Source: an optimization exercise on an open RTL-to-GDS flow (aim: small area, a short achievable clock period and few clock cycles). Production flows keep margins and buffers that such runs may drop.
In this exercise RTL edits were held to simulation tests only and were not proved equivalent to the original.

<file path="flow/flow/run.sh">
#!/bin/bash
set -euo pipefail
export SETUP_SLACK_MARGIN=5.5
export BUFFER_PORTS_ARGS="-buffer_cell sky130_fd_sc_hd__buf_1"
bash standard.sh > standard.log 2>&1
</file>
<file path="flow/standard.sh">
#!/bin/bash
# synth_recipe.tcl (not shown) runs the flow's synth.tcl, then flattens the netlist and writes it again
# the make line also repeats each setting of config.mk as NAME=value (left out here)
make -C /OpenROAD-flow-scripts/flow DESIGN_CONFIG=/design/flow/config.mk WORK_HOME=/design/flow/orfs CLKGATE_MAP_FILE= SYNTH_SCRIPT=/design/flow/synth_recipe.tcl "${@:-finish}"
</file>
<file path="flow/config.mk">
export PLATFORM = sky130hd
export DESIGN_NAME = hmac_sha256
export DESIGN_NICKNAME = hmac_sha256
export VERILOG_FILES = /design/flow/design.v
export SDC_FILE = /design/flow/constraint.sdc
export NUM_CORES = 4
export LEC_CHECK = 0
export CAP_MARGIN = 20
export CORE_MARGIN = 2
export CORE_UTILIZATION = 45
export CTS_BUF_LIST = sky130_fd_sc_hd__clkbuf_8
export SLEW_MARGIN = 20
export TNS_END_PERCENT = 10
</file>
<file path="flow/constraint.sdc">
create_clock -name core_clock -period 10.0 [get_ports {clk}]
set_input_delay 2.0000 -clock core_clock [delete_from_list [all_inputs] [get_ports {clk}]]
set_output_delay 2.0000 -clock core_clock [all_outputs]
set_load 0.01 [all_outputs]
</file>
<file path="flow/design.v">
module hmac_sha256 (
    input  wire         clk,
    input  wire         rst,           
    input  wire         start,         
    input  wire         mode,          
    input  wire [511:0] key,           
    input  wire         in_valid,
    output wire         in_ready,
    input  wire [31:0]  in_data,       
    input  wire         in_last,
    input  wire [2:0]   in_nbytes,     
    output wire [255:0] mac,
    output wire         mac_valid
);
    localparam [2:0] B_INIT = 3'd0,    
                     B_IKEY = 3'd1,
                     B_MSG  = 3'd2,
                     B_OKEY = 3'd3,
                     B_ODIG = 3'd4,
                     B_IDLE = 3'd5;
    localparam [255:0] IV224 = {32'hc1059ed8, 32'h367cd507, 32'h3070dd17, 32'hf70e5939,
                                32'hffc00b31, 32'h68581511, 32'h64f98fa7, 32'hbefa4fa4};
    localparam [255:0] IV256 = {32'h6a09e667, 32'hbb67ae85, 32'h3c6ef372, 32'ha54ff53a,
                                32'h510e527f, 32'h9b05688c, 32'h1f83d9ab, 32'h5be0cd19};
    reg  [2:0]   blk;
    reg  [5:0]   cnt;          
    reg          isf;          
    reg  [2:0]   wblk_r;       
    reg  [3:0]   wk_r;         
    reg          wslot_r;      
    reg  [1:0]   jj_r;         
    reg          sumc_r;       
    reg          mode_r;
    reg  [511:0] ks;           
    reg  [255:0] hc;           
    reg  [31:0]  a, b, c, d, e, f, g, h;    
    reg  [31:0]  w [0:15];
    reg          mac_v;
    reg  [3:0]   rot_ph;       
    reg          open_r;       
    reg          buf_v, buf_last;    
    reg  [2:0]   buf_nb;
    reg  [31:0]  buf_d;
    reg          tl_v, tl_last;      
    reg  [2:0]   tl_nb;
    reg  [31:0]  tl_d;
    reg          ended;        
    reg          need80;       
    reg          len_fits;     
    reg          final_blk;    
    reg  [15:0]  nbytes;
    integer i;
    wire [255:0] iv = mode_r ? IV224 : IV256;
    function automatic [63:0] csa(input [31:0] x, input [31:0] y, input [31:0] z);
        reg [31:0] t, s, cy;
        begin
            t   = x ^ y;
            s   = (z & ~t) | (~z & t);
            cy  = (t & z) | (~t & x);
            csa = {cy[30:0], 1'b0, s};
        end
    endfunction
    function [31:0] add32(input [31:0] a, input [31:0] b);
        reg [31:0] g, p, tg, tp;
        begin
            g  = a & b;
            p  = a ^ b;
            tg = (g & 32'h55555555) << 1;
            tp = (p & 32'h55555555) << 1;
            g  = g | (p & tg);
            p  = p & (tp | 32'h55555555);
            tg = (g & 32'h22222222) << 1;
            tp = (p & 32'h22222222) << 1;
            tg = tg | (tg << 1);
            tp = tp | (tp << 1);
            g  = g | (p & tg);
            p  = p & (tp | 32'h33333333);
            tg = (g & 32'h08080808) << 1;
            tp = (p & 32'h08080808) << 1;
            tg = tg | (tg << 1);
            tp = tp | (tp << 1);
            tg = tg | (tg << 2);
            tp = tp | (tp << 2);
            g  = g | (p & tg);
            p  = p & (tp | 32'h0f0f0f0f);
            tg = {{8{g[23]}}, 8'h00, {8{g[7]}}, 8'h00};
            tp = {{8{p[23]}}, 8'h00, {8{p[7]}}, 8'h00};
            g  = g | (p & tg);
            p  = p & (tp | 32'h00ff00ff);
            tg = {{16{g[15]}}, 16'h0000};
            g  = g | (p & tg);
            add32 = a ^ b ^ {g[30:0], 1'b0};
        end
    endfunction
    wire is_f = isf;
    reg  [2:0] nblk;
    always @(*) begin
        case (blk)
            B_INIT:  nblk = B_IKEY;
            B_IKEY:  nblk = B_MSG;
            B_MSG:   nblk = final_blk ? B_OKEY : B_MSG;
            B_OKEY:  nblk = B_ODIG;
            default: nblk = B_IDLE;
        endcase
    end
    wire [2:0] wblk      = wblk_r;
    wire [3:0] wk        = wk_r;
    wire       word_slot = wslot_r;
    wire       msg_slot  = word_slot && (wblk == B_MSG);
    wire wait_in = msg_slot && !ended && !buf_v;
    wire rot     = (rot_ph != 4'd0) || wait_in;
    wire adv     = (blk != B_IDLE) && !rot;
    wire consume = msg_slot && !ended && buf_v && (rot_ph == 4'd0);
    assign in_ready = open_r && !tl_v;
    wire   xfer     = in_valid && in_ready && !start && !rst;
    wire [3:0]  kidx  = (wblk == B_ODIG) ? {1'b1, wk[2:0]} : wk;
    wire [31:0] kword = ks[511 - 32*kidx -: 32];
    reg  [31:0] last_word;
    always @(*) begin
        case (buf_nb)
            3'd0:    last_word = 32'h80000000;
            3'd1:    last_word = {buf_d[31:24], 24'h800000};
            3'd2:    last_word = {buf_d[31:16], 16'h8000};
            3'd3:    last_word = {buf_d[31:8], 8'h80};
            default: last_word = buf_d;
        endcase
    end
    wire [16:0] inner_len = {1'b0, nbytes} + 17'd64;
    reg  [31:0] msg_word;
    always @(*) begin
        if (!ended)
            msg_word = buf_last ? last_word : buf_d;
        else if (need80)
            msg_word = 32'h80000000;
        else if (len_fits && wk == 4'd15)
            msg_word = {12'd0, inner_len, 3'd0};
        else
            msg_word = 32'h0;
    end
    reg  [31:0] dig_word;
    always @(*) begin
        if (wk[3] == 1'b0 && !(wk[2:0] == 3'd7 && mode_r))
            dig_word = kword;
        else if ((wk == 4'd7 && mode_r) || (wk == 4'd8 && !mode_r))
            dig_word = 32'h80000000;
        else if (wk == 4'd15)
            dig_word = mode_r ? 32'd736 : 32'd768;    
        else
            dig_word = 32'h0;
    end
    reg  [31:0] blk_word;
    always @(*) begin
        case (wblk)
            B_IKEY:  blk_word = kword ^ 32'h36363636;
            B_OKEY:  blk_word = kword ^ 32'h5c5c5c5c;
            B_MSG:   blk_word = msg_word;
            default: blk_word = dig_word;
        endcase
    end
    wire [31:0] w1  = w[1];
    wire [31:0] w14 = w[14];
    wire [31:0] ssig0_w = {w1[6:0], w1[31:7]} ^ {w1[17:0], w1[31:18]} ^ (w1 >> 3);
    wire [31:0] ssig1_w = {w14[16:0], w14[31:17]} ^ {w14[18:0], w14[31:19]} ^ (w14 >> 10);
    wire [63:0] sw1   = csa(w[9], w[0], ssig0_w);
    wire [63:0] sw2   = csa(sw1[31:0], sw1[63:32], ssig1_w);
    wire [31:0] w_new = add32(sw2[31:0], sw2[63:32]);
    wire [31:0] w_in = word_slot ? blk_word : w_new;
    reg  [31:0] k_n;
    always @(*) begin
        case (cnt)
            6'd63: k_n = 32'h428a2f98; 6'd0:  k_n = 32'h71374491;
            6'd1:  k_n = 32'hb5c0fbcf; 6'd2:  k_n = 32'he9b5dba5;
            6'd3:  k_n = 32'h3956c25b; 6'd4:  k_n = 32'h59f111f1;
            6'd5:  k_n = 32'h923f82a4; 6'd6:  k_n = 32'hab1c5ed5;
            6'd7:  k_n = 32'hd807aa98; 6'd8:  k_n = 32'h12835b01;
            6'd9:  k_n = 32'h243185be; 6'd10: k_n = 32'h550c7dc3;
            6'd11: k_n = 32'h72be5d74; 6'd12: k_n = 32'h80deb1fe;
            6'd13: k_n = 32'h9bdc06a7; 6'd14: k_n = 32'hc19bf174;
            6'd15: k_n = 32'he49b69c1; 6'd16: k_n = 32'hefbe4786;
            6'd17: k_n = 32'h0fc19dc6; 6'd18: k_n = 32'h240ca1cc;
            6'd19: k_n = 32'h2de92c6f; 6'd20: k_n = 32'h4a7484aa;
            6'd21: k_n = 32'h5cb0a9dc; 6'd22: k_n = 32'h76f988da;
            6'd23: k_n = 32'h983e5152; 6'd24: k_n = 32'ha831c66d;
            6'd25: k_n = 32'hb00327c8; 6'd26: k_n = 32'hbf597fc7;
            6'd27: k_n = 32'hc6e00bf3; 6'd28: k_n = 32'hd5a79147;
            6'd29: k_n = 32'h06ca6351; 6'd30: k_n = 32'h14292967;
            6'd31: k_n = 32'h27b70a85; 6'd32: k_n = 32'h2e1b2138;
            6'd33: k_n = 32'h4d2c6dfc; 6'd34: k_n = 32'h53380d13;
            6'd35: k_n = 32'h650a7354; 6'd36: k_n = 32'h766a0abb;
            6'd37: k_n = 32'h81c2c92e; 6'd38: k_n = 32'h92722c85;
            6'd39: k_n = 32'ha2bfe8a1; 6'd40: k_n = 32'ha81a664b;
            6'd41: k_n = 32'hc24b8b70; 6'd42: k_n = 32'hc76c51a3;
            6'd43: k_n = 32'hd192e819; 6'd44: k_n = 32'hd6990624;
            6'd45: k_n = 32'hf40e3585; 6'd46: k_n = 32'h106aa070;
            6'd47: k_n = 32'h19a4c116; 6'd48: k_n = 32'h1e376c08;
            6'd49: k_n = 32'h2748774c; 6'd50: k_n = 32'h34b0bcb5;
            6'd51: k_n = 32'h391c0cb3; 6'd52: k_n = 32'h4ed8aa4a;
            6'd53: k_n = 32'h5b9cca4f; 6'd54: k_n = 32'h682e6ff3;
            6'd55: k_n = 32'h748f82ee; 6'd56: k_n = 32'h78a5636f;
            6'd57: k_n = 32'h84c87814; 6'd58: k_n = 32'h8cc70208;
            6'd59: k_n = 32'h90befffa; 6'd60: k_n = 32'ha4506ceb;
            6'd61: k_n = 32'hbef9a3f7; 6'd62: k_n = 32'hc67178f2;
        endcase
    end
    wire [1:0]  jj      = jj_r;
    wire        sum_cyc = sumc_r;
    wire        src_iv  = (blk == B_IKEY) || (blk == B_OKEY);
    wire [31:0]  xa  = src_iv ? iv[255 - 32*jj -: 32] : hc[159:128];
    wire [31:0]  xe  = src_iv ? iv[127 - 32*jj -: 32] : hc[31:0];
    wire [31:0]  sa  = add32(xa, a);
    wire [31:0]  se  = add32(xe, e);
    wire         nkey    = (nblk == B_IKEY) || (nblk == B_OKEY);
    wire [31:0] bsig0_a = {a[1:0], a[31:2]} ^ {a[12:0], a[31:13]} ^ {a[21:0], a[31:22]};
    wire [31:0] bsig1_e = {e[5:0], e[31:6]} ^ {e[10:0], e[31:11]} ^ {e[24:0], e[31:25]};
    wire [31:0] ch_efg  = (e & f) ^ (~e & g);
    wire [31:0] maj_abc = (a & b) ^ (a & c) ^ (b & c);
    wire [63:0] rt    = csa(h, ch_efg, bsig1_e);
    wire [63:0] re    = csa(rt[31:0], rt[63:32], d);
    wire [31:0] e_new = add32(re[31:0], re[63:32]);
    wire [63:0] ra1   = csa(rt[31:0], rt[63:32], maj_abc);
    wire [63:0] ra2   = csa(ra1[31:0], ra1[63:32], bsig0_a);
    wire [31:0] a_new = add32(ra2[31:0], ra2[63:32]);
    wire [31:0] hop   = is_f ? (nkey ? iv[31:0] : hc[63:32]) : g;
    wire [63:0] hk    = csa(hop, k_n, w[15]);
    wire [31:0] hkw_n = add32(hk[31:0], hk[63:32]);
    always @(posedge clk) begin
        if (rst) begin
            blk    <= B_IDLE;
            rot_ph <= 4'd0;
            wblk_r <= B_IDLE;
            open_r <= 1'b0;
            buf_v  <= 1'b0;
            mac_v  <= 1'b0;
            tl_v   <= 1'b0;
        end else if (start) begin
            blk       <= B_INIT;
            cnt       <= 6'd63;
            isf       <= 1'b1;
            rot_ph    <= 4'd0;
            wblk_r    <= B_IKEY;
            wk_r      <= 4'd1;
            wslot_r   <= 1'b1;
            jj_r      <= 2'd0;
            sumc_r    <= 1'b0;
            mode_r    <= mode;
            open_r    <= 1'b1;
            buf_v     <= 1'b0;
            mac_v     <= 1'b0;
            tl_v      <= 1'b0;
            ended     <= 1'b0;
            need80    <= 1'b0;
            len_fits  <= 1'b0;
            final_blk <= 1'b0;
            nbytes    <= 16'd0;
        end else begin
            if (consume) begin
                if (tl_v) begin
                    buf_d    <= tl_d;
                    buf_last <= tl_last;
                    buf_nb   <= tl_nb;
                    tl_v     <= 1'b0;
                end else if (xfer) begin
                    buf_d    <= in_data;
                    buf_last <= in_last;
                    buf_nb   <= in_nbytes;
                end else begin
                    buf_v    <= 1'b0;
                end
            end else if (xfer) begin
                if (buf_v) begin
                    tl_v     <= 1'b1;
                    tl_d     <= in_data;
                    tl_last  <= in_last;
                    tl_nb    <= in_nbytes;
                end else begin
                    buf_v    <= 1'b1;
                    buf_d    <= in_data;
                    buf_last <= in_last;
                    buf_nb   <= in_nbytes;
                end
            end
            if (xfer && in_last)
                open_r <= 1'b0;
            if (rot)
                rot_ph <= rot_ph + 4'd1;
            if (adv) begin
                wblk_r  <= (is_f || cnt >= 6'd62) ? nblk : blk;
                wk_r    <= (cnt == 6'd62 && !is_f) ? 4'd0 : wk_r + 4'd1;
                wslot_r <= is_f || cnt >= 6'd62 || cnt <= 6'd12;
                jj_r    <= (cnt == 6'd63 && !is_f) ? 2'd0 : ~cnt[1:0];
                sumc_r  <= !is_f && cnt >= 6'd60 && blk != B_INIT && blk != B_IDLE;
                if (is_f) begin
                    cnt <= 6'd0;
                    isf <= 1'b0;
                    blk <= nblk;
                    if (nblk == B_IDLE)
                        mac_v <= 1'b1;
                end else if (cnt == 6'd63) begin
                    isf <= 1'b1;
                end else begin
                    cnt <= cnt + 6'd1;
                end
                if (msg_slot) begin
                    if (!ended) begin
                        nbytes <= nbytes + (buf_last ? {13'd0, buf_nb} : 16'd4);
                        if (buf_last) begin
                            ended    <= 1'b1;
                            need80   <= (buf_nb == 3'd4);
                            len_fits <= (buf_nb != 3'd4) && (wk <= 4'd13);
                        end
                    end else begin
                        if (need80) begin
                            need80   <= 1'b0;
                            len_fits <= (wk <= 4'd13);
                        end
                        if (wk == 4'd15 && len_fits && !need80)
                            final_blk <= 1'b1;
                    end
                    if (wk == 4'd15)
                        len_fits <= 1'b1;
                end
            end
        end
    end
    always @(posedge clk) begin
        for (i = 0; i < 15; i = i + 1)
            w[i] <= w[i + 1];
        if (!rst && start)
            w[15] <= key[511:480] ^ 32'h36363636;
        else if (rot)
            w[15] <= w[0];
        else
            w[15] <= w_in;
        if (rot) begin
            a <= d; e <= h;
        end else if (is_f) begin
            a <= nkey ? iv[255:224] : sa;
            e <= nkey ? iv[127:96]  : se;
        end else begin
            a <= a_new; e <= e_new;
        end
        if (is_f && !rot) begin
            if (nkey) begin
                {b, c, d} <= iv[223:128];
                {f, g} <= iv[95:32];
            end else begin
                {b, c, d} <= hc[255:160];
                {f, g} <= hc[127:64];
            end
        end else begin
            d <= c; c <= b; b <= a;
            g <= f; f <= e;
        end
        h <= rot ? g : hkw_n;
    end
    always @(posedge clk) begin
        if (!rst && start) begin
            ks <= key;
        end else if (!rst && adv) begin
            if (blk == B_OKEY && cnt == 6'd14)
                ks[255:0] <= hc;                  
            if (sum_cyc) begin
                hc[255:128] <= {sa, hc[255:160]};
                hc[127:0]   <= {se, hc[127:32]};
            end
        end
    end
    assign mac_valid = mac_v;
    assign mac       = hc;
endmodule
</file>
==> key figures, run 1 <==
Synth
  – Post-synth top area share: 33.6%
  – Most numerous cell in the Yosys netlist: nand2_1
  – Sequential-to-total area share from yosys stat: 54.4%
  – Synth Instances: 7,266
  – Net Count, Synth: 8,074
  – Ys async rst share: 0%
  – Mean Syn Cell Area: 10.8 sq um
  – Yosys cell types: 94
  – Leading post-synthesis cells by cell area: edfxtp_1 (34%), dfxtp_1 (21%), nand2_1 (6.5%)
  – Yosys warning count: 2
  – Number of synthesized flops with an enable pin: 876
  – Synth cell count leaders: nand2_1 (1,362), edfxtp_1 (876), dfxtp_1 (814), xnor2_1 (521), nor2_1 (493)
  – Synth Flop Type: edfxtp_1
  – Register bit total from synthesis: 1,690
  – Cell taking the most area after synthesis: edfxtp_1
  – Mapped Area: 78,300 sq um

Setup path
  – R2r startpoint: jj_r[0]$_SDFFCE_PP0P_
  – CP max stage delay: 0.52 ns
  – Critical Path AT: 5.54 ns
  – Crit end category: flop
  – Largest delay share family, worst path: compound AO/OA/AOI/OAI gates
  – Worst setup SP type: flop
  – CP Max Fanout: 6
  – Setup Crit Path Kind: reg -> reg
  – CP cell instances: buf_12 -> clkinvlp_4 -> buf_12 -> ha_4 -> buf_12 -> or2_4 -> a21oi_4 -> a211oi_2 -> a21o_2 -> ha_4 -> a21o_1 -> a21oi_2 -> o21ai_2 -> or4_4 -> a31oi_4 -> nand2_2 -> a221oi_4 -> xnor2_2 -> a21oi_2 -> o221ai_1
  – CP Data Required Time: 10.86 ns
  – Crit path from: jj_r[0]$_SDFFCE_PP0P_
  – Setup slack, reg-to-reg: 5.33 ns
  – CP max stage cell: or4_4
  – Worst R2R Path Depth: 20
  – Reg2reg end: e[27]$_DFF_P_
  – Worst path most repeated cell: buf_12
  – Buf/Inv on CP: 4

Placed design
  – GP Congestion: 1.04
  – Post-DP HPWL: 285 mm
  – Buffers on Ports: 810
  – Placed cells: 10,100
  – Area post-placement: 83,600 sq um

STA
  – Tmin final: 4.67 ns
  – Rel. slew slack: 20.7%
  – Fin. Hold Viols: 0
  – Peak Freq: 214 MHz
  – Setup Skew: 0.100 ns
  – Finish-stage setup viols: 0
  – Pins Over Slew Limit: 0
  – Total negative slack: 0 ns
  – RSZ-0062 raised after global routing: true
  – Tcrit/Tclk final: 46.7%
  – Pin slew with the least headroom to its limit: 1.19 ns

Detailed routing
  – DRC: 0
  – Detailed Route WL: 371 mm
  – WL met1: 143 mm
  – Met2 wire length: 160 mm
  – DRT iter0 DRCs: 9,657
  – Drt wl/cell: 34.5 um
  – Top Layer Used: met5
  – Wire length on met3: 42.4 mm
  – Vias: 65,300
  – First-pass detailed-route iteration total: 6
  – Avg Vias per Cell: 6.07
  – Antenna Nets Post-Route: 0

Die
  – Core ar.: 173,000 sq um
  – Die extent in y: 421 um
  – Rows: 153
  – Die span in x: 421 um
  – Io pins: 811
  – Initial core utilization: 45.2%
  – Die area: 177,000 sq um

Clock network
  – Clk root buf: clkbuf_8
  – Hold Buf Count CTS: 0
  – Num CTS Buffers: 299
  – CTS H-Tree Depth: 5
  – Worst skew pair latency: 1.08 ns
  – CTS tree: built
  – CTS sink cnt: 1,690
  – Longest Clk Path Bufs: 4
  – CTS clock-pin slew for the worst setup and hold paths: 0.06 ns

Final layout
  – Core Util, Final: 53.3%
  – Ratio of cells with drive above 1 in the final layout: 13.7%
  – NumNets Final: 8,990
  – P&R area growth vs syn: 18.0%
  – Final cell count without fillers: 10,800
  – Post-route cell area: 92,300 sq um

Status
  – Status: complete, no violations

Global route
  – Grt total ovfl: 0
  – First-pass GRT wire length: 496 mm
  – Initial antenna violation count: 54
  – Total track usage: 40.4%
  – Largest net degree at the start of global routing: 181
  – Vias in the first global route: 60,400

Min path
  – Worst hold-check path type: reg -> reg
  – Hold depth: 0
  – Hold Path Origin: w[8][5]$_DFF_P_
  – Worst Hold Path EP: w[7][5]$_DFF_P_

Job
  – Max_cap viols: 0
sequential cells by signal, summed over array words and instances, names as in the netlist, 3 cells and up:
register / flops
wk_r: 4
a: 32
ks: 512
nbytes: 16
tl_nb: 3
g: 32
b: 32
h: 32
d: 32
buf_nb: 3
hc: 256
k_n: 32
e: 32
c: 32
blk: 3
f: 32
tl_d: 32
w: 512
rot_ph: 4
wblk_r: 3
cnt: 6
buf_d: 32
final cells by class:
class	instances	area, sq um
multi-input combinational	5072	35400
clock inverter	160	960
antenna	42	105
sequential	1690	42700
tap	2325	2910
inverter	109	464
timing repair buffer	1010	5010
fill	15700	80900
clock buffer	352	4840
cells in the final DEF (no fill, tap or decap), types with 40 or more instances in the layout:
cell type     n
o21ai_0     362
ha_1        207
maj3_1       99
mux2_2       83
edfxtp_1    876
buf_1       808
xor2_1      249
inv_1       179
clkbuf_8    353
nor2_1      473
a211oi_1     46
a22o_1       51
a22oi_1      42
buf_4       160
nand3_1      75
mux4_2      111
a21oi_1     377
diode_2      42
nand2_1    1348
dfxtp_1     779
xnor2_1     485
o22a_1       46
o211ai_1     46
mux2i_1      40
a21o_1       98
a31oi_1      68
nor3_1       57
o22ai_1      42
cells by family after synthesis:
kind of cell | synth area share (%)
AOI/OAI and AO/OA | 11.8
xor gates and xnor gates | 8.94
and+or+nand+nor | 11.5
adders and majority gates | 5.60
buffers and inverters | 2.63
muxes | 5.10
DFF | 54.4
worst max-delay path by stage:
stage                                    to  slack, ns  cells past startpoint
after floorplan             ks[0]$_DFFE_PP_       3.60                      3
after global placement    ks[373]$_DFFE_PP_       3.28                      6
after detailed placement  ks[373]$_DFFE_PP_       3.16                      6
after CTS                     a[30]$_DFF_P_       5.39                     18
after global routing          a[27]$_DFF_P_       5.31                     22
final                         e[27]$_DFF_P_       5.33                     20
metrics by stage:
stage	hold WS [ns]	setup WS, ns
global placement	0.310	3.28
floorplan	0.310	3.60
detailed placement	0.312	3.16
finish	0.295	5.33
CTS	0.292	5.39
global route	0.305	5.31
metal layers:
metal | track usage (%) | vias up
li1 | - | 27600
met3 | 10.5 | 919
met4 | 24.0 | 12
met2 | 59.5 | 4257
met1 | 53.5 | 32500
met5 | 0 | -
timing repair:
item                                    4_1_cts  5_1_grt
buffers inserted                             44       52
pin swaps                                    35      100
hold endpoints to repair                      0        0
cloned                                        8        3
gates resized for setup                     209      242
endpoints found under the setup margin      567      261
Testbench counts, summed over its fixed seeds: cycles 73,769.
==> inputs of run 2 (changes only) <==
==> flow/flow/run.sh (replaced) <==
#!/bin/bash
set -euo pipefail
export SETUP_SLACK_MARGIN=5.8
export BUFFER_PORTS_ARGS="-buffer_cell sky130_fd_sc_hd__buf_1"
bash standard.sh > standard.log 2>&1
--- a/flow/config.mk
+++ b/flow/config.mk
@@ -7,7 +7,6 @@
 export LEC_CHECK = 0
 export CAP_MARGIN = 20
 export CORE_MARGIN = 2
-export CORE_UTILIZATION = 45
-export CTS_BUF_LIST = sky130_fd_sc_hd__clkbuf_8
+export CORE_UTILIZATION = 40
 export SLEW_MARGIN = 20
 export TNS_END_PERCENT = 10
==> run 2 against run 1 <==
Effect of this change:
- synthesized cell count unchanged
- fmax rose by 3.5%
- non-clock buffer count rose by 51
- setup slack improved by 0.16 ns
- clock skew decreased by 0.042 ns
- sequential share of layout area decreased by 0.90 points
- synthesized area unchanged
- first-iteration DRC count up 1.4%
==> key figures, run 2 <==
STA
  – Setup Skew: 0.0583 ns
  – RSZ-0062 raised after global routing: true
  – Finish-stage setup viols: 0
  – Tmin final: 4.51 ns
  – Tcrit/Tclk final: 45.1%
  – Pins Over Slew Limit: 0
  – Pin slew with the least headroom to its limit: 1.25 ns
  – Fin. Hold Viols: 0
  – Rel. slew slack: 15.9%
  – Worst hold slack: 0.302 ns
  – Total negative slack: 0 ns
  – Peak Freq: 222 MHz

Setup path
  – Worst path most repeated cell: a21oi_2
  – CP Max Fanout: 8
  – Setup Crit Path Kind: reg -> reg
  – Crit end category: flop
  – CP cell instances: buf_12 -> clkinvlp_4 -> ha_4 -> clkinvlp_4 -> nand2_4 -> nand2_2 -> o211ai_1 -> nand2_1 -> ha_4 -> a21o_1 -> a21oi_2 -> a21oi_2 -> o21a_2 -> buf_6 -> o211ai_1 -> nand2_2 -> a221oi_2 -> xnor2_1 -> a21oi_2 -> o221ai_1
  – Worst R2R Path Depth: 20
  – Crit path from: jj_r[0]$_SDFFCE_PP0P_
  – Largest delay share family, worst path: compound AO/OA/AOI/OAI gates
  – Reg2reg end: e[27]$_DFF_P_
  – Critical Path AT: 5.23 ns
  – CP max stage cell: edfxtp_1
  – Setup slack, reg-to-reg: 5.49 ns
  – Buf/Inv on CP: 4
  – Worst path depth: 20
  – CP endpoint: e[27]$_DFF_P_
  – R2r startpoint: jj_r[0]$_SDFFCE_PP0P_
  – CP max stage delay: 0.44 ns
  – CP Data Required Time: 10.71 ns
  – Worst setup SP type: flop

Clock network
  – Longest Clk Path Bufs: 3
  – Worst skew pair latency: 0.88 ns
  – Num CTS Buffers: 179
  – Hold Buf Count CTS: 0
  – CTS H-Tree Depth: 4
  – CTS clock-pin slew for the worst setup and hold paths: 0.07 ns
  – CTS sink cnt: 1,690
  – Clk root buf: clkbuf_16
  – CTS tree: built

Synth
  – Mean Syn Cell Area: 10.8 sq um
  – Cell taking the most area after synthesis: edfxtp_1
  – Ys async rst share: 0%
  – Synth Flop Type: edfxtp_1
  – Synth cell count leaders: nand2_1 (1,362), edfxtp_1 (876), dfxtp_1 (814), xnor2_1 (521), nor2_1 (493)
  – Post-synth top area share: 33.6%
  – Net Count, Synth: 8,074
  – Yosys cell types: 94
  – Most numerous cell in the Yosys netlist: nand2_1
  – Leading post-synthesis cells by cell area: edfxtp_1 (34%), dfxtp_1 (21%), nand2_1 (6.5%)
  – Synth Instances: 7,266
  – Mapped Area: 78,300 sq um
  – Number of synthesized flops with an enable pin: 876
  – Sequential-to-total area share from yosys stat: 54.4%
  – Yosys warning count: 2
  – Register bit total from synthesis: 1,690

Detailed routing
  – Met2 wire length: 164 mm
  – First-pass detailed-route iteration total: 6
  – Top Layer Used: met5
  – Drt wl/cell: 35.0 um
  – Avg Vias per Cell: 5.97
  – Antenna Nets Post-Route: 0
  – WL met1: 144 mm
  – Wire length on met3: 39.0 mm
  – DRC: 0
  – Vias: 64,800
  – Detailed Route WL: 380 mm
  – DRT iter0 DRCs: 9,791

Final layout
  – Most common cell after layout, fill and taps aside: nand2_1
  – FF/Latch Area: 42,800 sq um
  – NumNets Final: 8,925
  – P&R area growth vs syn: 20.5%
  – Commonest non-fill, non-tap cells in the layout: nand2_1 (1,340), edfxtp_1 (876), buf_1 (809)
  – Multi-input gate area: 36,100 sq um
  – Post-route cell area: 94,300 sq um
  – Final cell count without fillers: 10,900
  – Top flop regs: ks: 512 flops, w: 512 flops, hc: 256 flops
  – Ratio of cells with drive above 1 in the final layout: 14.7%
  – Filler cells: 17,900

Die
  – Die extent in y: 446 um
  – Core ar.: 195,000 sq um
  – Initial core utilization: 40.2%
  – Die area: 199,000 sq um
  – Io pins: 811
  – Die span in x: 446 um
  – Rows: 162

Placed design
  – Post-DP HPWL: 291 mm
  – GP Congestion: 1.04
  – Buffers on Ports: 810
  – Placed cells: 10,300
  – Area post-placement: 83,900 sq um

Global route
  – Largest net degree at the start of global routing: 133
  – Initial antenna violation count: 67
  – First-pass GRT wire length: 499 mm
  – Total track usage: 36.6%
  – Vias in the first global route: 60,100
  – Grt total ovfl: 0

Min path
  – Worst hold-check path type: reg -> reg

Job
  – Max_cap viols: 0

Status
  – Status: complete, no violations
-- run 2: cell counts after synthesis --
No cell type changed its count.
-- run 2: logic make-up after synthesis --
logic type | share of synthesized area, %
AO/OA/AOI/OAI | 11.8
buffers and inverters | 2.63
adder cells (fa/ha/maj) | 5.60
flip-flops | 54.4
AND/OR/NAND/NOR | 11.5
multiplexers | 5.10
XOR/XNOR | 8.94
-- run 2: worst reg2reg max path, cell delays in order, from the launching register on --
cell and delay, ns:
edfxtp_1 0.44, buf_12 0.16, clkinvlp_4 0.19, ha_4 0.39, clkinvlp_4 0.24, nand2_4 0.16, nand2_2 0.06, o211ai_1 0.26
nand2_1 0.18, ha_4 0.25, a21o_1 0.18, a21oi_2 0.17, a21oi_2 0.09, o21a_2 0.26, buf_6 0.13, o211ai_1 0.27
nand2_2 0.11, a221oi_2 0.30, xnor2_1 0.16, a21oi_2 0.25, o221ai_1 0.15
-- run 2: how the worst min path moves through the flow --
stage | from | endpoint | slack, ns | cells after the start
2_1_floorplan | w[11][0]$_DFF_P_ | w[10][0]$_DFF_P_ | 0.31 | 0
3_3_place_gp | w[4][17]$_DFF_P_ | w[3][17]$_DFF_P_ | 0.31 | 0
3_5_place_dp | w[2][12]$_DFF_P_ | w[1][12]$_DFF_P_ | 0.31 | 0
4_1_cts | w[12][17]$_DFF_P_ | w[11][17]$_DFF_P_ | 0.30 | 0
5_1_grt | w[11][12]$_DFF_P_ | w[10][12]$_DFF_P_ | 0.33 | 0
6_report | w[2][17]$_DFF_P_ | w[1][17]$_DFF_P_ | 0.30 | 0
-- run 2: per-stage QoR --
step / utilization [%] / setup slack (ns)
final: 48.5 / 5.49
after global routing: 48.4 / 5.47
after CTS: 47.1 / 5.60
after detailed placement: 43.1 / 3.06
after global placement: 43.1 / 3.06
after floorplan: - / 3.60
-- run 2: layout make-up --
type	instances	share of cell area (%)
Timing Repair Buffer	1061	5.87
Inverter	109	0.541
Sequential cell	1690	45.3
Timing Repair inverter	1	0.00929
Clock buffer	246	5.49
Multi-Input combinational cell	5075	38.3
Tap cell	2542	3.37
Clock inverter	89	0.959
Antenna cell	48	0.127
-- run 2: routing by layer --
| layer | GRT usage, % | up-vias |
|---|---|---|
| met1 | 46.8 | 32400 |
| met5 | 0 | - |
| met2 | 54.5 | 4033 |
| met4 | 27.3 | 24 |
| met3 | 7.78 | 902 |
| li1 | - | 27400 |
-- run 2: what timing repair did --
| item | in CTS | in global routing |
|---|---|---|
| pin swaps | 41 | 152 |
| resized for setup | 265 | 394 |
| endpoints found under the setup margin | 865 | 680 |
| endpoints found under the hold margin | 0 | 0 |
| setup buffers | 55 | 86 |
| cloned | 9 | 6 |
==> inputs of run 3 (changes only) <==
--- a/flow/config.mk
+++ b/flow/config.mk
@@ -5,7 +5,7 @@
 export SDC_FILE = /design/flow/constraint.sdc
 export NUM_CORES = 4
 export LEC_CHECK = 0
-export CAP_MARGIN = 20
+export CAP_MARGIN = 30
 export CORE_MARGIN = 2
 export CORE_UTILIZATION = 40
 export SLEW_MARGIN = 20
==> run 3 against run 2 <==
Effect of this change:
- cell area rose by 0.13%
- setup slack improved by 0.0076 ns
- non-clock buffer count rose by 29
- core utilization rose by 0.064 points
- flip-flop and latch count did not move
- sequential share of layout area shrank 0.071 points
- register-to-register slack is essentially flat
- largest cell class unchanged
- clock skew down 0.0096 ns
==> key figures, run 3 <==
Clock network
  – CTS sink cnt: 1,690
  – Clk root buf: clkbuf_16
  – Worst skew pair latency: 0.86 ns
  – CTS tree: built
  – Longest Clk Path Bufs: 3
  – Num CTS Buffers: 176
  – Hold Buf Count CTS: 0
  – CTS H-Tree Depth: 4
  – CTS clock-pin slew for the worst setup and hold paths: 0.06 ns

STA
  – Finish-stage setup viols: 0
  – Setup Skew: 0.0486 ns
  – Tcrit/Tclk final: 45.1%
  – Peak Freq: 222 MHz
  – RSZ-0062 raised after global routing: true
  – Pin slew with the least headroom to its limit: 1.05 ns
  – Fin. Hold Viols: 0
  – Rel. slew slack: 29.2%
  – Worst hold slack: 0.306 ns
  – Tmin final: 4.51 ns
  – Pins Over Slew Limit: 0
  – Total negative slack: 0 ns

Synth
  – Number of synthesized flops with an enable pin: 876
  – Yosys cell types: 94
  – Mean Syn Cell Area: 10.8 sq um
  – Net Count, Synth: 8,074
  – Yosys warning count: 2
  – Post-synth top area share: 33.6%
  – Synth Flop Type: edfxtp_1
  – Most numerous cell in the Yosys netlist: nand2_1
  – Mapped Area: 78,300 sq um
  – Cell taking the most area after synthesis: edfxtp_1
  – Ys async rst share: 0%
  – Register bit total from synthesis: 1,690
  – Sequential-to-total area share from yosys stat: 54.4%
  – Synth Instances: 7,266
  – Leading post-synthesis cells by cell area: edfxtp_1 (34%), dfxtp_1 (21%), nand2_1 (6.5%)
  – Synth cell count leaders: nand2_1 (1,362), edfxtp_1 (876), dfxtp_1 (814), xnor2_1 (521), nor2_1 (493)

Final layout
  – FF/Latch Area: 42,700 sq um
  – Most common cell after layout, fill and taps aside: nand2_1
  – Ratio of cells with drive above 1 in the final layout: 14.8%
  – Multi-input gate area: 36,100 sq um
  – Final cell count without fillers: 10,900
  – Filler cells: 18,000
  – P&R area growth vs syn: 20.7%
  – NumNets Final: 8,953
  – Commonest non-fill, non-tap cells in the layout: nand2_1 (1,344), edfxtp_1 (876), buf_1 (809)
  – Top flop regs: ks: 512 flops, w: 512 flops, hc: 256 flops

Global route
  – Total track usage: 36.7%
  – Initial antenna violation count: 67
  – Largest net degree at the start of global routing: 133
  – Vias in the first global route: 60,000
  – Grt total ovfl: 0
  – First-pass GRT wire length: 500 mm

Die
  – Die area: 199,000 sq um
  – Io pins: 811
  – Rows: 162
  – Die span in x: 446 um
  – Die extent in y: 446 um
  – Core ar.: 195,000 sq um
  – Initial core utilization: 40.2%

Setup path
  – Crit end category: flop
  – CP Max Fanout: 6
  – Worst R2R Path Depth: 22
  – Worst setup SP type: flop
  – CP Data Required Time: 10.72 ns
  – Critical Path AT: 5.23 ns
  – Setup Crit Path Kind: reg -> reg

Placed design
  – Post-DP HPWL: 291 mm
  – Placed cells: 10,300
  – Buffers on Ports: 810
  – GP Congestion: 1.04

Min path
  – Worst hold-check path type: reg -> reg
  – Hold depth: 0

Detailed routing
  – Drt wl/cell: 35.1 um
  – First-pass detailed-route iteration total: 6
  – Vias: 65,000
  – DRC: 0
  – Avg Vias per Cell: 5.98
  – Detailed Route WL: 381 mm
  – Antenna Nets Post-Route: 0
  – DRT iter0 DRCs: 9,268

Status
  – Status: complete, no violations

Job
  – Max_cap viols: 0
## run 3: changes by cell type in the layout (fill, tap and decap cells not counted), sizes merged, moves of 6 or more
| cell | change |
|---|---|
| buf | +27 |
| clkbuf | -6 |
| clkinv | +9 |
| diode | -11 |
| inv | -10 |
## run 3: cells by family after synthesis
kind of cell             Yosys count  synth area share, %
AO/OA/AOI/OAI                   1487                 11.8
XOR/XNOR                         791                 8.94
adder cells (fa/ha/maj)          354                 5.60
buffers and inverters            507                 2.63
flip-flops                      1690                 54.4
multiplexers                     249                 5.10
AND/OR/NAND/NOR                 2188                 11.5
## run 3: routing by layer
metal	vias to the layer above	part of all wire, %	global-route usage [%]
li1	27500	-	-
met1	32400	38	46.8
met2	4209	43	54.8
met3	898	11	8.19
met4	18	8.7	27.0
met5	-	0.035	0
## run 3: final timing paths
path,slack (ns),startpoint,to
worst max-delay path,5.49,jj_r[0]$_SDFFCE_PP0P_,e[27]$_DFF_P_
worst min-delay path,0.31,w[3][17]$_DFF_P_,w[2][17]$_DFF_P_
worst max register to register,5.49,jj_r[0]$_SDFFCE_PP0P_,e[27]$_DFF_P_
worst min register to register,0.31,w[3][17]$_DFF_P_,w[2][17]$_DFF_P_
## run 3: metrics by stage
step	setup WS [ns]	area, sq um	utilization (%)
after floorplan	3.60	78300	-
after global placement	3.06	83900	43.1
after detailed placement	3.15	83900	43.1
after CTS	5.59	91800	47.2
after global routing	5.46	94400	48.5
final	5.49	94400	48.5
## run 3: what timing repair did
item,4_1_cts,5_1_grt
gates cloned,13,7
resized for setup,296,346
buffers inserted,63,94
pin swaps,49,163
setup endpoints to repair,679,353
endpoints found under the hold margin,0,0
## run 3: area by class of cell
type                    count  area share, %
clock inverters            90           1.00
well taps                2542           3.37
repair inverters            3         0.0278
diodes                     37         0.0980
clock buffers             239           5.30
multi-input cells        5075           38.2
repair buffers           1090           6.20
inverters                 109          0.530
flip-flops and latches   1690           45.3
## run 3: critical path, stage by stage, from the launching register on
cell,delay (ns)
edfxtp_1,0.45
buf_12,0.15
clkinvlp_4,0.14
buf_12,0.16
ha_4,0.21
buf_12,0.16
nor2_4,0.10
a211oi_4,0.05
a31oi_4,0.20
o21ai_2,0.09
ha_2,0.18
fa_2,0.37
a21o_1,0.19
nand4_1,0.14
a21oi_2,0.09
o21a_2,0.25
buf_4,0.15
o211ai_1,0.30
nand2_1,0.14
a221oi_2,0.30
xnor2_1,0.15
a21oi_2,0.25
o221ai_1,0.13
==> inputs of run 4 (changes only) <==
==> flow/flow/run.sh (replaced) <==
#!/bin/bash
set -euo pipefail
export SETUP_SLACK_MARGIN=5.5
export BUFFER_PORTS_ARGS="-buffer_cell sky130_fd_sc_hd__buf_1"
bash standard.sh > standard.log 2>&1
--- a/flow/config.mk
+++ b/flow/config.mk
@@ -5,8 +5,9 @@
 export SDC_FILE = /design/flow/constraint.sdc
 export NUM_CORES = 4
 export LEC_CHECK = 0
-export CAP_MARGIN = 30
+export CAP_MARGIN = 20
 export CORE_MARGIN = 2
 export CORE_UTILIZATION = 40
+export PLACE_DENSITY = 0.65
 export SLEW_MARGIN = 20
 export TNS_END_PERCENT = 10
==> run 4 against run 3 <==
Effect of this change:
- fmax is 1.8% lower
- highest routed layer unchanged
- flip-flop and latch count stayed put
- critical path depth is 16 lower
- die area stayed put
- critical path type unchanged
- register-to-register slack worse by 0.08 ns
==> key figures, run 4 <==
Status
  – Status: complete, no violations

Clock network
  – CTS H-Tree Depth: 4
  – Clk root buf: clkbuf_16
  – Hold Buf Count CTS: 0
  – Longest Clk Path Bufs: 3
  – Worst skew pair latency: 0.86 ns
  – CTS clock-pin slew for the worst setup and hold paths: 0.07 ns
  – CTS tree: built
  – CTS sink cnt: 1,690
  – Num CTS Buffers: 177

Synth
  – Cell taking the most area after synthesis: edfxtp_1
  – Yosys cell types: 94
  – Sequential-to-total area share from yosys stat: 54.4%
  – Register bit total from synthesis: 1,690
  – Ys async rst share: 0%
  – Post-synth top area share: 33.6%
  – Mapped Area: 78,300 sq um
  – Number of synthesized flops with an enable pin: 876
  – Yosys warning count: 2
  – Synth Flop Type: edfxtp_1
  – Synth cell count leaders: nand2_1 (1,362), edfxtp_1 (876), dfxtp_1 (814), xnor2_1 (521), nor2_1 (493)
  – Most numerous cell in the Yosys netlist: nand2_1
  – Mean Syn Cell Area: 10.8 sq um
  – Synth Instances: 7,266
  – Leading post-synthesis cells by cell area: edfxtp_1 (34%), dfxtp_1 (21%), nand2_1 (6.5%)
  – Net Count, Synth: 8,074

Placed design
  – Post-DP HPWL: 286 mm
  – GP Congestion: 1.07
  – Pre-CTS setup slack: 3.33 ns
  – Buffers on Ports: 810

Detailed routing
  – Drt wl/cell: 34.7 um
  – Vias: 64,600
  – First-pass detailed-route iteration total: 6
  – DRC: 0
  – DRT iter0 DRCs: 9,145
  – Antenna Nets Post-Route: 0
  – Detailed Route WL: 374 mm
  – Avg Vias per Cell: 5.99

Die
  – Die span in x: 446 um
  – Io pins: 811
  – Core ar.: 195,000 sq um
  – Die area: 199,000 sq um
  – Rows: 162
  – Die extent in y: 446 um
  – Initial core utilization: 40.2%

Setup path
  – Setup Crit Path Kind: reg -> reg
  – R2r startpoint: cnt[1]$_SDFFCE_PP1P_
  – Crit path from: cnt[1]$_SDFFCE_PP1P_
  – Crit end category: flop
  – CP Max Fanout: 166
  – CP max stage cell: nor2_4
  – Worst setup SP type: flop
  – CP Data Required Time: 10.47 ns
  – Critical Path AT: 5.06 ns
  – CP cell instances: ha_1 -> nand3_1 -> nor4_1 -> a21oi_2 -> nor2_4 -> buf_12
  – CP max stage delay: 0.85 ns

Final layout
  – Core Util, Final: 47.4%
  – Top flop regs: ks: 512 flops, w: 512 flops, hc: 256 flops
  – P&R area growth vs syn: 17.8%
  – Ratio of cells with drive above 1 in the final layout: 11.5%
  – Most common cell after layout, fill and taps aside: nand2_1
  – Commonest non-fill, non-tap cells in the layout: nand2_1 (1,353), edfxtp_1 (876), buf_1 (809)
  – NumNets Final: 8,841

STA
  – RSZ-0062 raised after global routing: true
  – Finish-stage setup viols: 0
  – Fin. Hold Viols: 0
  – Peak Freq: 218 MHz
  – Setup Skew: 0.0442 ns
  – Tcrit/Tclk final: 45.9%
  – Pin slew with the least headroom to its limit: 1.21 ns
  – Worst Slack Setup Final: 5.41 ns
  – Tmin final: 4.59 ns
  – Total negative slack: 0 ns
  – Rel. slew slack: 18.8%
  – Pins Over Slew Limit: 0

Global route
  – Initial antenna violation count: 71
  – First-pass GRT wire length: 494 mm
  – Grt total ovfl: 0
  – Vias in the first global route: 59,600
  – Total track usage: 36.2%
  – Largest net degree at the start of global routing: 186

Min path
  – Worst hold-check path type: reg -> reg
  – Hold Path Origin: w[10][19]$_DFF_P_

Job
  – Max_cap viols: 0
[run 4: final cells by class]
cell class	count	area, sq um
Inverter	109	468
Antenna cell	53	133
Clock inverter	84	917
Multi-Input combinational cell	5075	35000
Fill cell	18000	102000
Sequential cell	1690	42700
Clock buffer	240	5140
Tap cell	2542	3180
Timing Repair Buffer	980	4720
[run 4: repair_timing]
item | CTS | global route
buffers inserted | 30 | 31
pin swaps | 14 | 49
endpoints found under the hold margin | 0 | 0
resized for setup | 183 | 180
gates cloned | 8 | 4
setup endpoints to repair | 420 | 157
[run 4: worst max-delay path, delay by kind of cell (launching register included)]
kind / cells / cell delay [ns]
simple gates: 3 / 1.90
buf+inv: 1 / 0.65
flops: 1 / 0.59
fa+ha+maj: 1 / 0.49
compound gates: 1 / 0.16
[run 4: metrics by stage]
stage	hold slack [ns]	instances	instance area (sq um)
2_1_floorplan	0.310	7266	78300
3_3_place_gp	0.310	10300	83900
3_5_place_dp	0.312	10300	83900
4_1_cts	0.308	10700	91000
5_1_grt	0.319	10700	92100
6_report	0.309	10800	92200
[run 4: worst paths after layout]
kind	to	slack (ns)	cells past startpoint
setup / recovery	ks[181]$_DFFE_PP_	5.41	6
hold / removal	w[9][19]$_DFF_P_	0.31	0
setup reg to reg	ks[181]$_DFFE_PP_	5.41	6
hold reg to reg	w[9][19]$_DFF_P_	0.31	0
[run 4: cell families after synthesis]
family                   after synthesis  synth area share [%]
AND/OR/NAND/NOR                     2188                  11.5
flip-flops                          1690                  54.4
AO/OA/AOI/OAI                       1487                  11.8
XOR/XNOR                             791                  8.94
buffers and inverters                507                  2.63
adder cells (fa/ha/maj)              354                  5.60
multiplexers                         249                  5.10
[run 4: layer usage]
layer / wire (um) / global-route usage [%] / vias up
li1: - / - / 27300
met1: 137000 / 44.8 / 31900
met2: 162000 / 54.3 / 4332
met3: 41400 / 9.53 / 1023
met4: 33000 / 27.0 / 36
met5: 223 / 0 / -
==> inputs of run 5 (changes only) <==
--- a/flow/design.v
+++ b/flow/design.v
@@ -165,41 +165,42 @@
     wire [63:0] sw2   = csa(sw1[31:0], sw1[63:32], ssig1_w);
     wire [31:0] w_new = add32(sw2[31:0], sw2[63:32]);
     wire [31:0] w_in = word_slot ? blk_word : w_new;
-    reg  [31:0] k_n;
+    wire [5:0]  cnt_nx = is_f ? 6'd0 : (cnt == 6'd63) ? 6'd63 : cnt + 6'd1;
+    reg  [31:0] k_n, k_t;
     always @(*) begin
-        case (cnt)
-            6'd63: k_n = 32'h428a2f98; 6'd0:  k_n = 32'h71374491;
-            6'd1:  k_n = 32'hb5c0fbcf; 6'd2:  k_n = 32'he9b5dba5;
-            6'd3:  k_n = 32'h3956c25b; 6'd4:  k_n = 32'h59f111f1;
-            6'd5:  k_n = 32'h923f82a4; 6'd6:  k_n = 32'hab1c5ed5;
-            6'd7:  k_n = 32'hd807aa98; 6'd8:  k_n = 32'h12835b01;
-            6'd9:  k_n = 32'h243185be; 6'd10: k_n = 32'h550c7dc3;
-            6'd11: k_n = 32'h72be5d74; 6'd12: k_n = 32'h80deb1fe;
-            6'd13: k_n = 32'h9bdc06a7; 6'd14: k_n = 32'hc19bf174;
-            6'd15: k_n = 32'he49b69c1; 6'd16: k_n = 32'hefbe4786;
-            6'd17: k_n = 32'h0fc19dc6; 6'd18: k_n = 32'h240ca1cc;
-            6'd19: k_n = 32'h2de92c6f; 6'd20: k_n = 32'h4a7484aa;
-            6'd21: k_n = 32'h5cb0a9dc; 6'd22: k_n = 32'h76f988da;
-            6'd23: k_n = 32'h983e5152; 6'd24: k_n = 32'ha831c66d;
-            6'd25: k_n = 32'hb00327c8; 6'd26: k_n = 32'hbf597fc7;
-            6'd27: k_n = 32'hc6e00bf3; 6'd28: k_n = 32'hd5a79147;
-            6'd29: k_n = 32'h06ca6351; 6'd30: k_n = 32'h14292967;
-            6'd31: k_n = 32'h27b70a85; 6'd32: k_n = 32'h2e1b2138;
-            6'd33: k_n = 32'h4d2c6dfc; 6'd34: k_n = 32'h53380d13;
-            6'd35: k_n = 32'h650a7354; 6'd36: k_n = 32'h766a0abb;
-            6'd37: k_n = 32'h81c2c92e; 6'd38: k_n = 32'h92722c85;
-            6'd39: k_n = 32'ha2bfe8a1; 6'd40: k_n = 32'ha81a664b;
-            6'd41: k_n = 32'hc24b8b70; 6'd42: k_n = 32'hc76c51a3;
-            6'd43: k_n = 32'hd192e819; 6'd44: k_n = 32'hd6990624;
-            6'd45: k_n = 32'hf40e3585; 6'd46: k_n = 32'h106aa070;
-            6'd47: k_n = 32'h19a4c116; 6'd48: k_n = 32'h1e376c08;
-            6'd49: k_n = 32'h2748774c; 6'd50: k_n = 32'h34b0bcb5;
-            6'd51: k_n = 32'h391c0cb3; 6'd52: k_n = 32'h4ed8aa4a;
-            6'd53: k_n = 32'h5b9cca4f; 6'd54: k_n = 32'h682e6ff3;
-            6'd55: k_n = 32'h748f82ee; 6'd56: k_n = 32'h78a5636f;
-            6'd57: k_n = 32'h84c87814; 6'd58: k_n = 32'h8cc70208;
-            6'd59: k_n = 32'h90befffa; 6'd60: k_n = 32'ha4506ceb;
-            6'd61: k_n = 32'hbef9a3f7; 6'd62: k_n = 32'hc67178f2;
+        case (cnt_nx)
+            6'd63: k_t = 32'h428a2f98; 6'd0:  k_t = 32'h71374491;
+            6'd1:  k_t = 32'hb5c0fbcf; 6'd2:  k_t = 32'he9b5dba5;
+            6'd3:  k_t = 32'h3956c25b; 6'd4:  k_t = 32'h59f111f1;
+            6'd5:  k_t = 32'h923f82a4; 6'd6:  k_t = 32'hab1c5ed5;
+            6'd7:  k_t = 32'hd807aa98; 6'd8:  k_t = 32'h12835b01;
+            6'd9:  k_t = 32'h243185be; 6'd10: k_t = 32'h550c7dc3;
+            6'd11: k_t = 32'h72be5d74; 6'd12: k_t = 32'h80deb1fe;
+            6'd13: k_t = 32'h9bdc06a7; 6'd14: k_t = 32'hc19bf174;
+            6'd15: k_t = 32'he49b69c1; 6'd16: k_t = 32'hefbe4786;
+            6'd17: k_t = 32'h0fc19dc6; 6'd18: k_t = 32'h240ca1cc;
+            6'd19: k_t = 32'h2de92c6f; 6'd20: k_t = 32'h4a7484aa;
+            6'd21: k_t = 32'h5cb0a9dc; 6'd22: k_t = 32'h76f988da;
+            6'd23: k_t = 32'h983e5152; 6'd24: k_t = 32'ha831c66d;
+            6'd25: k_t = 32'hb00327c8; 6'd26: k_t = 32'hbf597fc7;
+            6'd27: k_t = 32'hc6e00bf3; 6'd28: k_t = 32'hd5a79147;
+            6'd29: k_t = 32'h06ca6351; 6'd30: k_t = 32'h14292967;
+            6'd31: k_t = 32'h27b70a85; 6'd32: k_t = 32'h2e1b2138;
+            6'd33: k_t = 32'h4d2c6dfc; 6'd34: k_t = 32'h53380d13;
+            6'd35: k_t = 32'h650a7354; 6'd36: k_t = 32'h766a0abb;
+            6'd37: k_t = 32'h81c2c92e; 6'd38: k_t = 32'h92722c85;
+            6'd39: k_t = 32'ha2bfe8a1; 6'd40: k_t = 32'ha81a664b;
+            6'd41: k_t = 32'hc24b8b70; 6'd42: k_t = 32'hc76c51a3;
+            6'd43: k_t = 32'hd192e819; 6'd44: k_t = 32'hd6990624;
+            6'd45: k_t = 32'hf40e3585; 6'd46: k_t = 32'h106aa070;
+            6'd47: k_t = 32'h19a4c116; 6'd48: k_t = 32'h1e376c08;
+            6'd49: k_t = 32'h2748774c; 6'd50: k_t = 32'h34b0bcb5;
+            6'd51: k_t = 32'h391c0cb3; 6'd52: k_t = 32'h4ed8aa4a;
+            6'd53: k_t = 32'h5b9cca4f; 6'd54: k_t = 32'h682e6ff3;
+            6'd55: k_t = 32'h748f82ee; 6'd56: k_t = 32'h78a5636f;
+            6'd57: k_t = 32'h84c87814; 6'd58: k_t = 32'h8cc70208;
+            6'd59: k_t = 32'h90befffa; 6'd60: k_t = 32'ha4506ceb;
+            6'd61: k_t = 32'hbef9a3f7; 6'd62: k_t = 32'hc67178f2;
         endcase
     end
     wire [1:0]  jj      = jj_r;
@@ -236,6 +237,7 @@
             blk       <= B_INIT;
             cnt       <= 6'd63;
             isf       <= 1'b1;
+            k_n       <= 32'h428a2f98;       
             rot_ph    <= 4'd0;
             wblk_r    <= B_IKEY;
             wk_r      <= 4'd1;
@@ -284,6 +286,7 @@
             if (rot)
                 rot_ph <= rot_ph + 4'd1;
             if (adv) begin
+                k_n     <= k_t;
                 wblk_r  <= (is_f || cnt >= 6'd62) ? nblk : blk;
                 wk_r    <= (cnt == 6'd62 && !is_f) ? 4'd0 : wk_r + 4'd1;
                 wslot_r <= is_f || cnt >= 6'd62 || cnt <= 6'd12;
--- a/flow/config.mk
+++ b/flow/config.mk
@@ -8,6 +8,5 @@
 export CAP_MARGIN = 20
 export CORE_MARGIN = 2
 export CORE_UTILIZATION = 40
-export PLACE_DENSITY = 0.65
 export SLEW_MARGIN = 20
 export TNS_END_PERCENT = 10
==> run 5 against run 4 <==
Effect of this change:
- clock-buffer cell count down 12
- cell count up 4.0%
- via count up 3.5%
- non-clock buffer count up 53
- routed wire length up 6.3%
- largest cell class unchanged
- cell area up 2.9%
- flip-flop and latch count unchanged
- synthesized cell count up 4.3%
- core utilization up 0.70 points
==> key figures, run 5 <==
Setup path
  – Setup Crit Path Kind: reg -> reg
  – Critical Path AT: 5.21 ns
  – CP Max Fanout: 174
  – R2r startpoint: ended$_SDFFCE_PP0P_
  – Worst setup SP type: flop
  – Crit end category: flop
  – Reg2reg end: ks[134]$_DFFE_PP_
  – CP Data Required Time: 10.43 ns
  – Setup slack, reg-to-reg: 5.22 ns
  – Worst R2R Path Depth: 8

Status
  – Status: complete, no violations

Detailed routing
  – DRC: 0
  – Avg Vias per Cell: 5.96
  – First-pass detailed-route iteration total: 17
  – Drt wl/cell: 35.5 um
  – Detailed Route WL: 398 mm
  – Vias: 66,800
  – DRT iter0 DRCs: 9,768
  – Antenna Nets Post-Route: 0

Clock network
  – CTS sink cnt: 1,690
  – CTS clock-pin slew for the worst setup and hold paths: 0.06 ns
  – Hold Buf Count CTS: 0
  – Longest Clk Path Bufs: 3
  – CTS tree: built
  – Clk root buf: clkbuf_16
  – CTS H-Tree Depth: 4
  – Worst skew pair latency: 0.87 ns
  – Num CTS Buffers: 181

Die
  – Rows: 163
  – Initial core utilization: 40.2%
  – Die area: 202,000 sq um
  – Die span in x: 449 um
  – Core ar.: 197,000 sq um
  – Io pins: 811
  – Die extent in y: 449 um

Placed design
  – Buffers on Ports: 810
  – Post-DP HPWL: 302 mm
  – GP Congestion: 1.06

Synth
  – Most numerous cell in the Yosys netlist: nand2_1
  – Post-synthesis compound-gate area fraction: 11.7%
  – Yosys warning count: 2
  – Ys async rst share: 0%
  – Post-synthesis mux area share: 4.42%
  – Post-synthesis xor/xnor area fraction: 8.82%
  – Sequential-to-total area share from yosys stat: 54.1%
  – Net Count, Synth: 8,387
  – Adder-Cell Fraction of Synth Area: 5.49%
  – Synth Flop Type: edfxtp_1
  – Cell taking the most area after synthesis: edfxtp_1
  – Yosys cell types: 92
  – Number of synthesized flops with an enable pin: 908
  – Post-Synth Simple-Gate Area: 12.8%
  – Largest family of logic cells by synthesized area: simple AND/OR/NAND/NOR gates
  – Leading post-synthesis cells by cell area: edfxtp_1 (34%), dfxtp_1 (20%), nand2_1 (7.6%)
  – Synth Instances: 7,580
  – Post-synth top area share: 34.4%
  – Mapped Area: 79,300 sq um
  – Synth cell count leaders: nand2_1 (1,607), edfxtp_1 (908), dfxtp_1 (782), xnor2_1 (535), nor2_1 (478)
  – Register bit total from synthesis: 1,690
  – Mean Syn Cell Area: 10.5 sq um

STA
  – Pins Over Slew Limit: 0
  – Fin. Hold Viols: 0
  – Finish-stage setup viols: 0
  – Pin slew with the least headroom to its limit: 1.35 ns
  – Setup Skew: 0.0790 ns
  – Rel. slew slack: 9.73%
  – RSZ-0062 raised after global routing: true
  – Peak Freq: 209 MHz
  – Tmin final: 4.78 ns
  – Total negative slack: 0 ns
  – Tcrit/Tclk final: 47.8%

Min path
  – Hold Path Origin: w[3][5]$_DFF_P_
  – Hold depth: 0
  – Worst Hold Path EP: w[2][5]$_DFF_P_
  – Worst hold-check path type: reg -> reg

Job
  – Max_cap viols: 0

Global route
  – Vias in the first global route: 62,600
  – First-pass GRT wire length: 529 mm
  – Grt total ovfl: 0
  – Total track usage: 38.0%
  – Initial antenna violation count: 68
  – Largest net degree at the start of global routing: 184

Final layout
  – NumNets Final: 9,178
  – Core Util, Final: 48.1%
  – Most common cell after layout, fill and taps aside: nand2_1
  – Ratio of cells with drive above 1 in the final layout: 12.8%
  – Top flop regs: ks: 512 flops, w: 512 flops, hc: 256 flops
  – P&R area growth vs syn: 19.7%
  – Commonest non-fill, non-tap cells in the layout: nand2_1 (1,595), edfxtp_1 (908), buf_1 (809)
-- run 5: cell count changes in the layout (fill, tap and decap cells not counted), moves of 32 or more --
cell      before   now
a22o_1        51     1
o22a_1        46     3
nand2_1     1353  1595
a221oi_1      15    49
a22oi_1       43     9
nand3_1       77   117
o21ai_0      371   435
edfxtp_1     876   908
buf_4        137   182
dfxtp_1      772   726
-- run 5: area by class of cell --
type	instances	area, sq um
clock buffers	228	4930
inverters	111	469
repair buffers	1033	5170
diodes	33	82.6
multi-input cells	5354	36600
fillers	18500	102000
flip-flops and latches	1690	43100
well taps	2640	3300
clock inverters	113	1290
-- run 5: kinds of logic after synthesis --
| family | count (synthesis) |
|---|---|
| AO/OA/AOI/OAI | 1503 |
| buffers and inverters | 541 |
| XOR/XNOR | 795 |
| adder cells (fa/ha/maj) | 351 |
| multiplexers | 220 |
| AND/OR/NAND/NOR | 2480 |
| flip-flops | 1690 |
-- run 5: metrics by stage --
stage | area, sq um | hold WS (ns) | std cells | worst slack [ns]
finish | 94900 | 0.308 | 11200 | 5.22
floorplan | 79300 | 0.310 | 7580 | 1.30
CTS | 93500 | 0.298 | 11100 | 5.37
global placement | 85100 | 0.310 | 10700 | 3.58
detailed placement | 85100 | 0.312 | 10700 | 3.65
global route | 94800 | 0.311 | 11200 | 5.08
-- run 5: how the worst max path moves through the flow --
| stage | startpoint | endpoint |
|---|---|---|
| after floorplan | start | ks[0]$_DFFE_PP_ |
| after global placement | jj_r[0]$_SDFFCE_PP0P_ | a[27]$_DFF_P_ |
| after detailed placement | jj_r[0]$_SDFFCE_PP0P_ | a[27]$_DFF_P_ |
| after CTS | isf$_SDFFCE_PP1P_ | h[30]$_DFF_P_ |
| after global routing | e[16]$_DFF_P_ | a[31]$_DFF_P_ |
| final | ended$_SDFFCE_PP0P_ | ks[134]$_DFFE_PP_ |
-- run 5: timing repair --
| item | 4_1_cts | 5_1_grt |
|---|---|---|
| cloned | 10 | 1 |
| endpoints found under the setup margin | 700 | 632 |
| pin swaps | 61 | 66 |
| buffers inserted | 62 | 47 |
| hold endpoints to repair | 0 | 0 |
| gates resized for setup | 328 | 190 |
-- run 5: metal layers --
metal	GRT usage (%)	share of wire, %	up-vias
li1	-	-	28300
met1	48.9	38	33400
met2	58.2	44	4195
met3	8.52	10	904
met4	23.6	7.4	32
met5	0	0.052	-
-- run 5: critical path, cell delays in order, from the launching register on --
cell,delay [ns]
edfxtp_1,0.74
nor2b_1,0.24
nand2_1,0.32
o21ai_4,0.23
buf_4,0.34
a21oi_2,0.36
nor2_4,0.10
nor3_4,0.90
buf_12,0.61
Testbench counts of run 5, summed over its fixed seeds: cycles 73,769.

[port drivers added, routing unchanged]
The results above use ideal ports. As a check the final layouts listed here were re-extracted and re-timed, cells and wires unchanged.
Step 1 (the two cells are an assumption about what drives the block):
set clk [get_ports {clk}]
set_driving_cell -lib_cell sky130_fd_sc_hd__clkbuf_16 $clk
set_driving_cell -lib_cell sky130_fd_sc_hd__buf_2 [delete_from_list [all_inputs] $clk]
Step 2 times the ports against the registers' clock, not the clock port: input delays grow and output delays shrink by t, the midpoint of the rising clock arrivals with the driver on.
a / b / c = no drivers / after step 1 / after step 2; a / b = the first two.
run | shift t [ns] | slack for setup (ns) | pins driven straight from the clock port
run 1 | 1.126 | 5.328 / 5.328 / 4.339 | 1
run 2 | 0.951 | 5.485 / 5.485 / 4.762 | 1
run 3 | 0.938 | 5.493 / 5.493 / 4.715 | 1
run 4 | 0.934 | 5.409 / 5.409 / 4.632 | 1
run 5 | 0.926 | 5.216 / 5.216 / 4.322 | 1
After both steps every run listed still meets setup and hold. For run 1, which loses most, drivers alone change the setup slack by 0.000 ns; drivers and shift together by -0.989 ns.
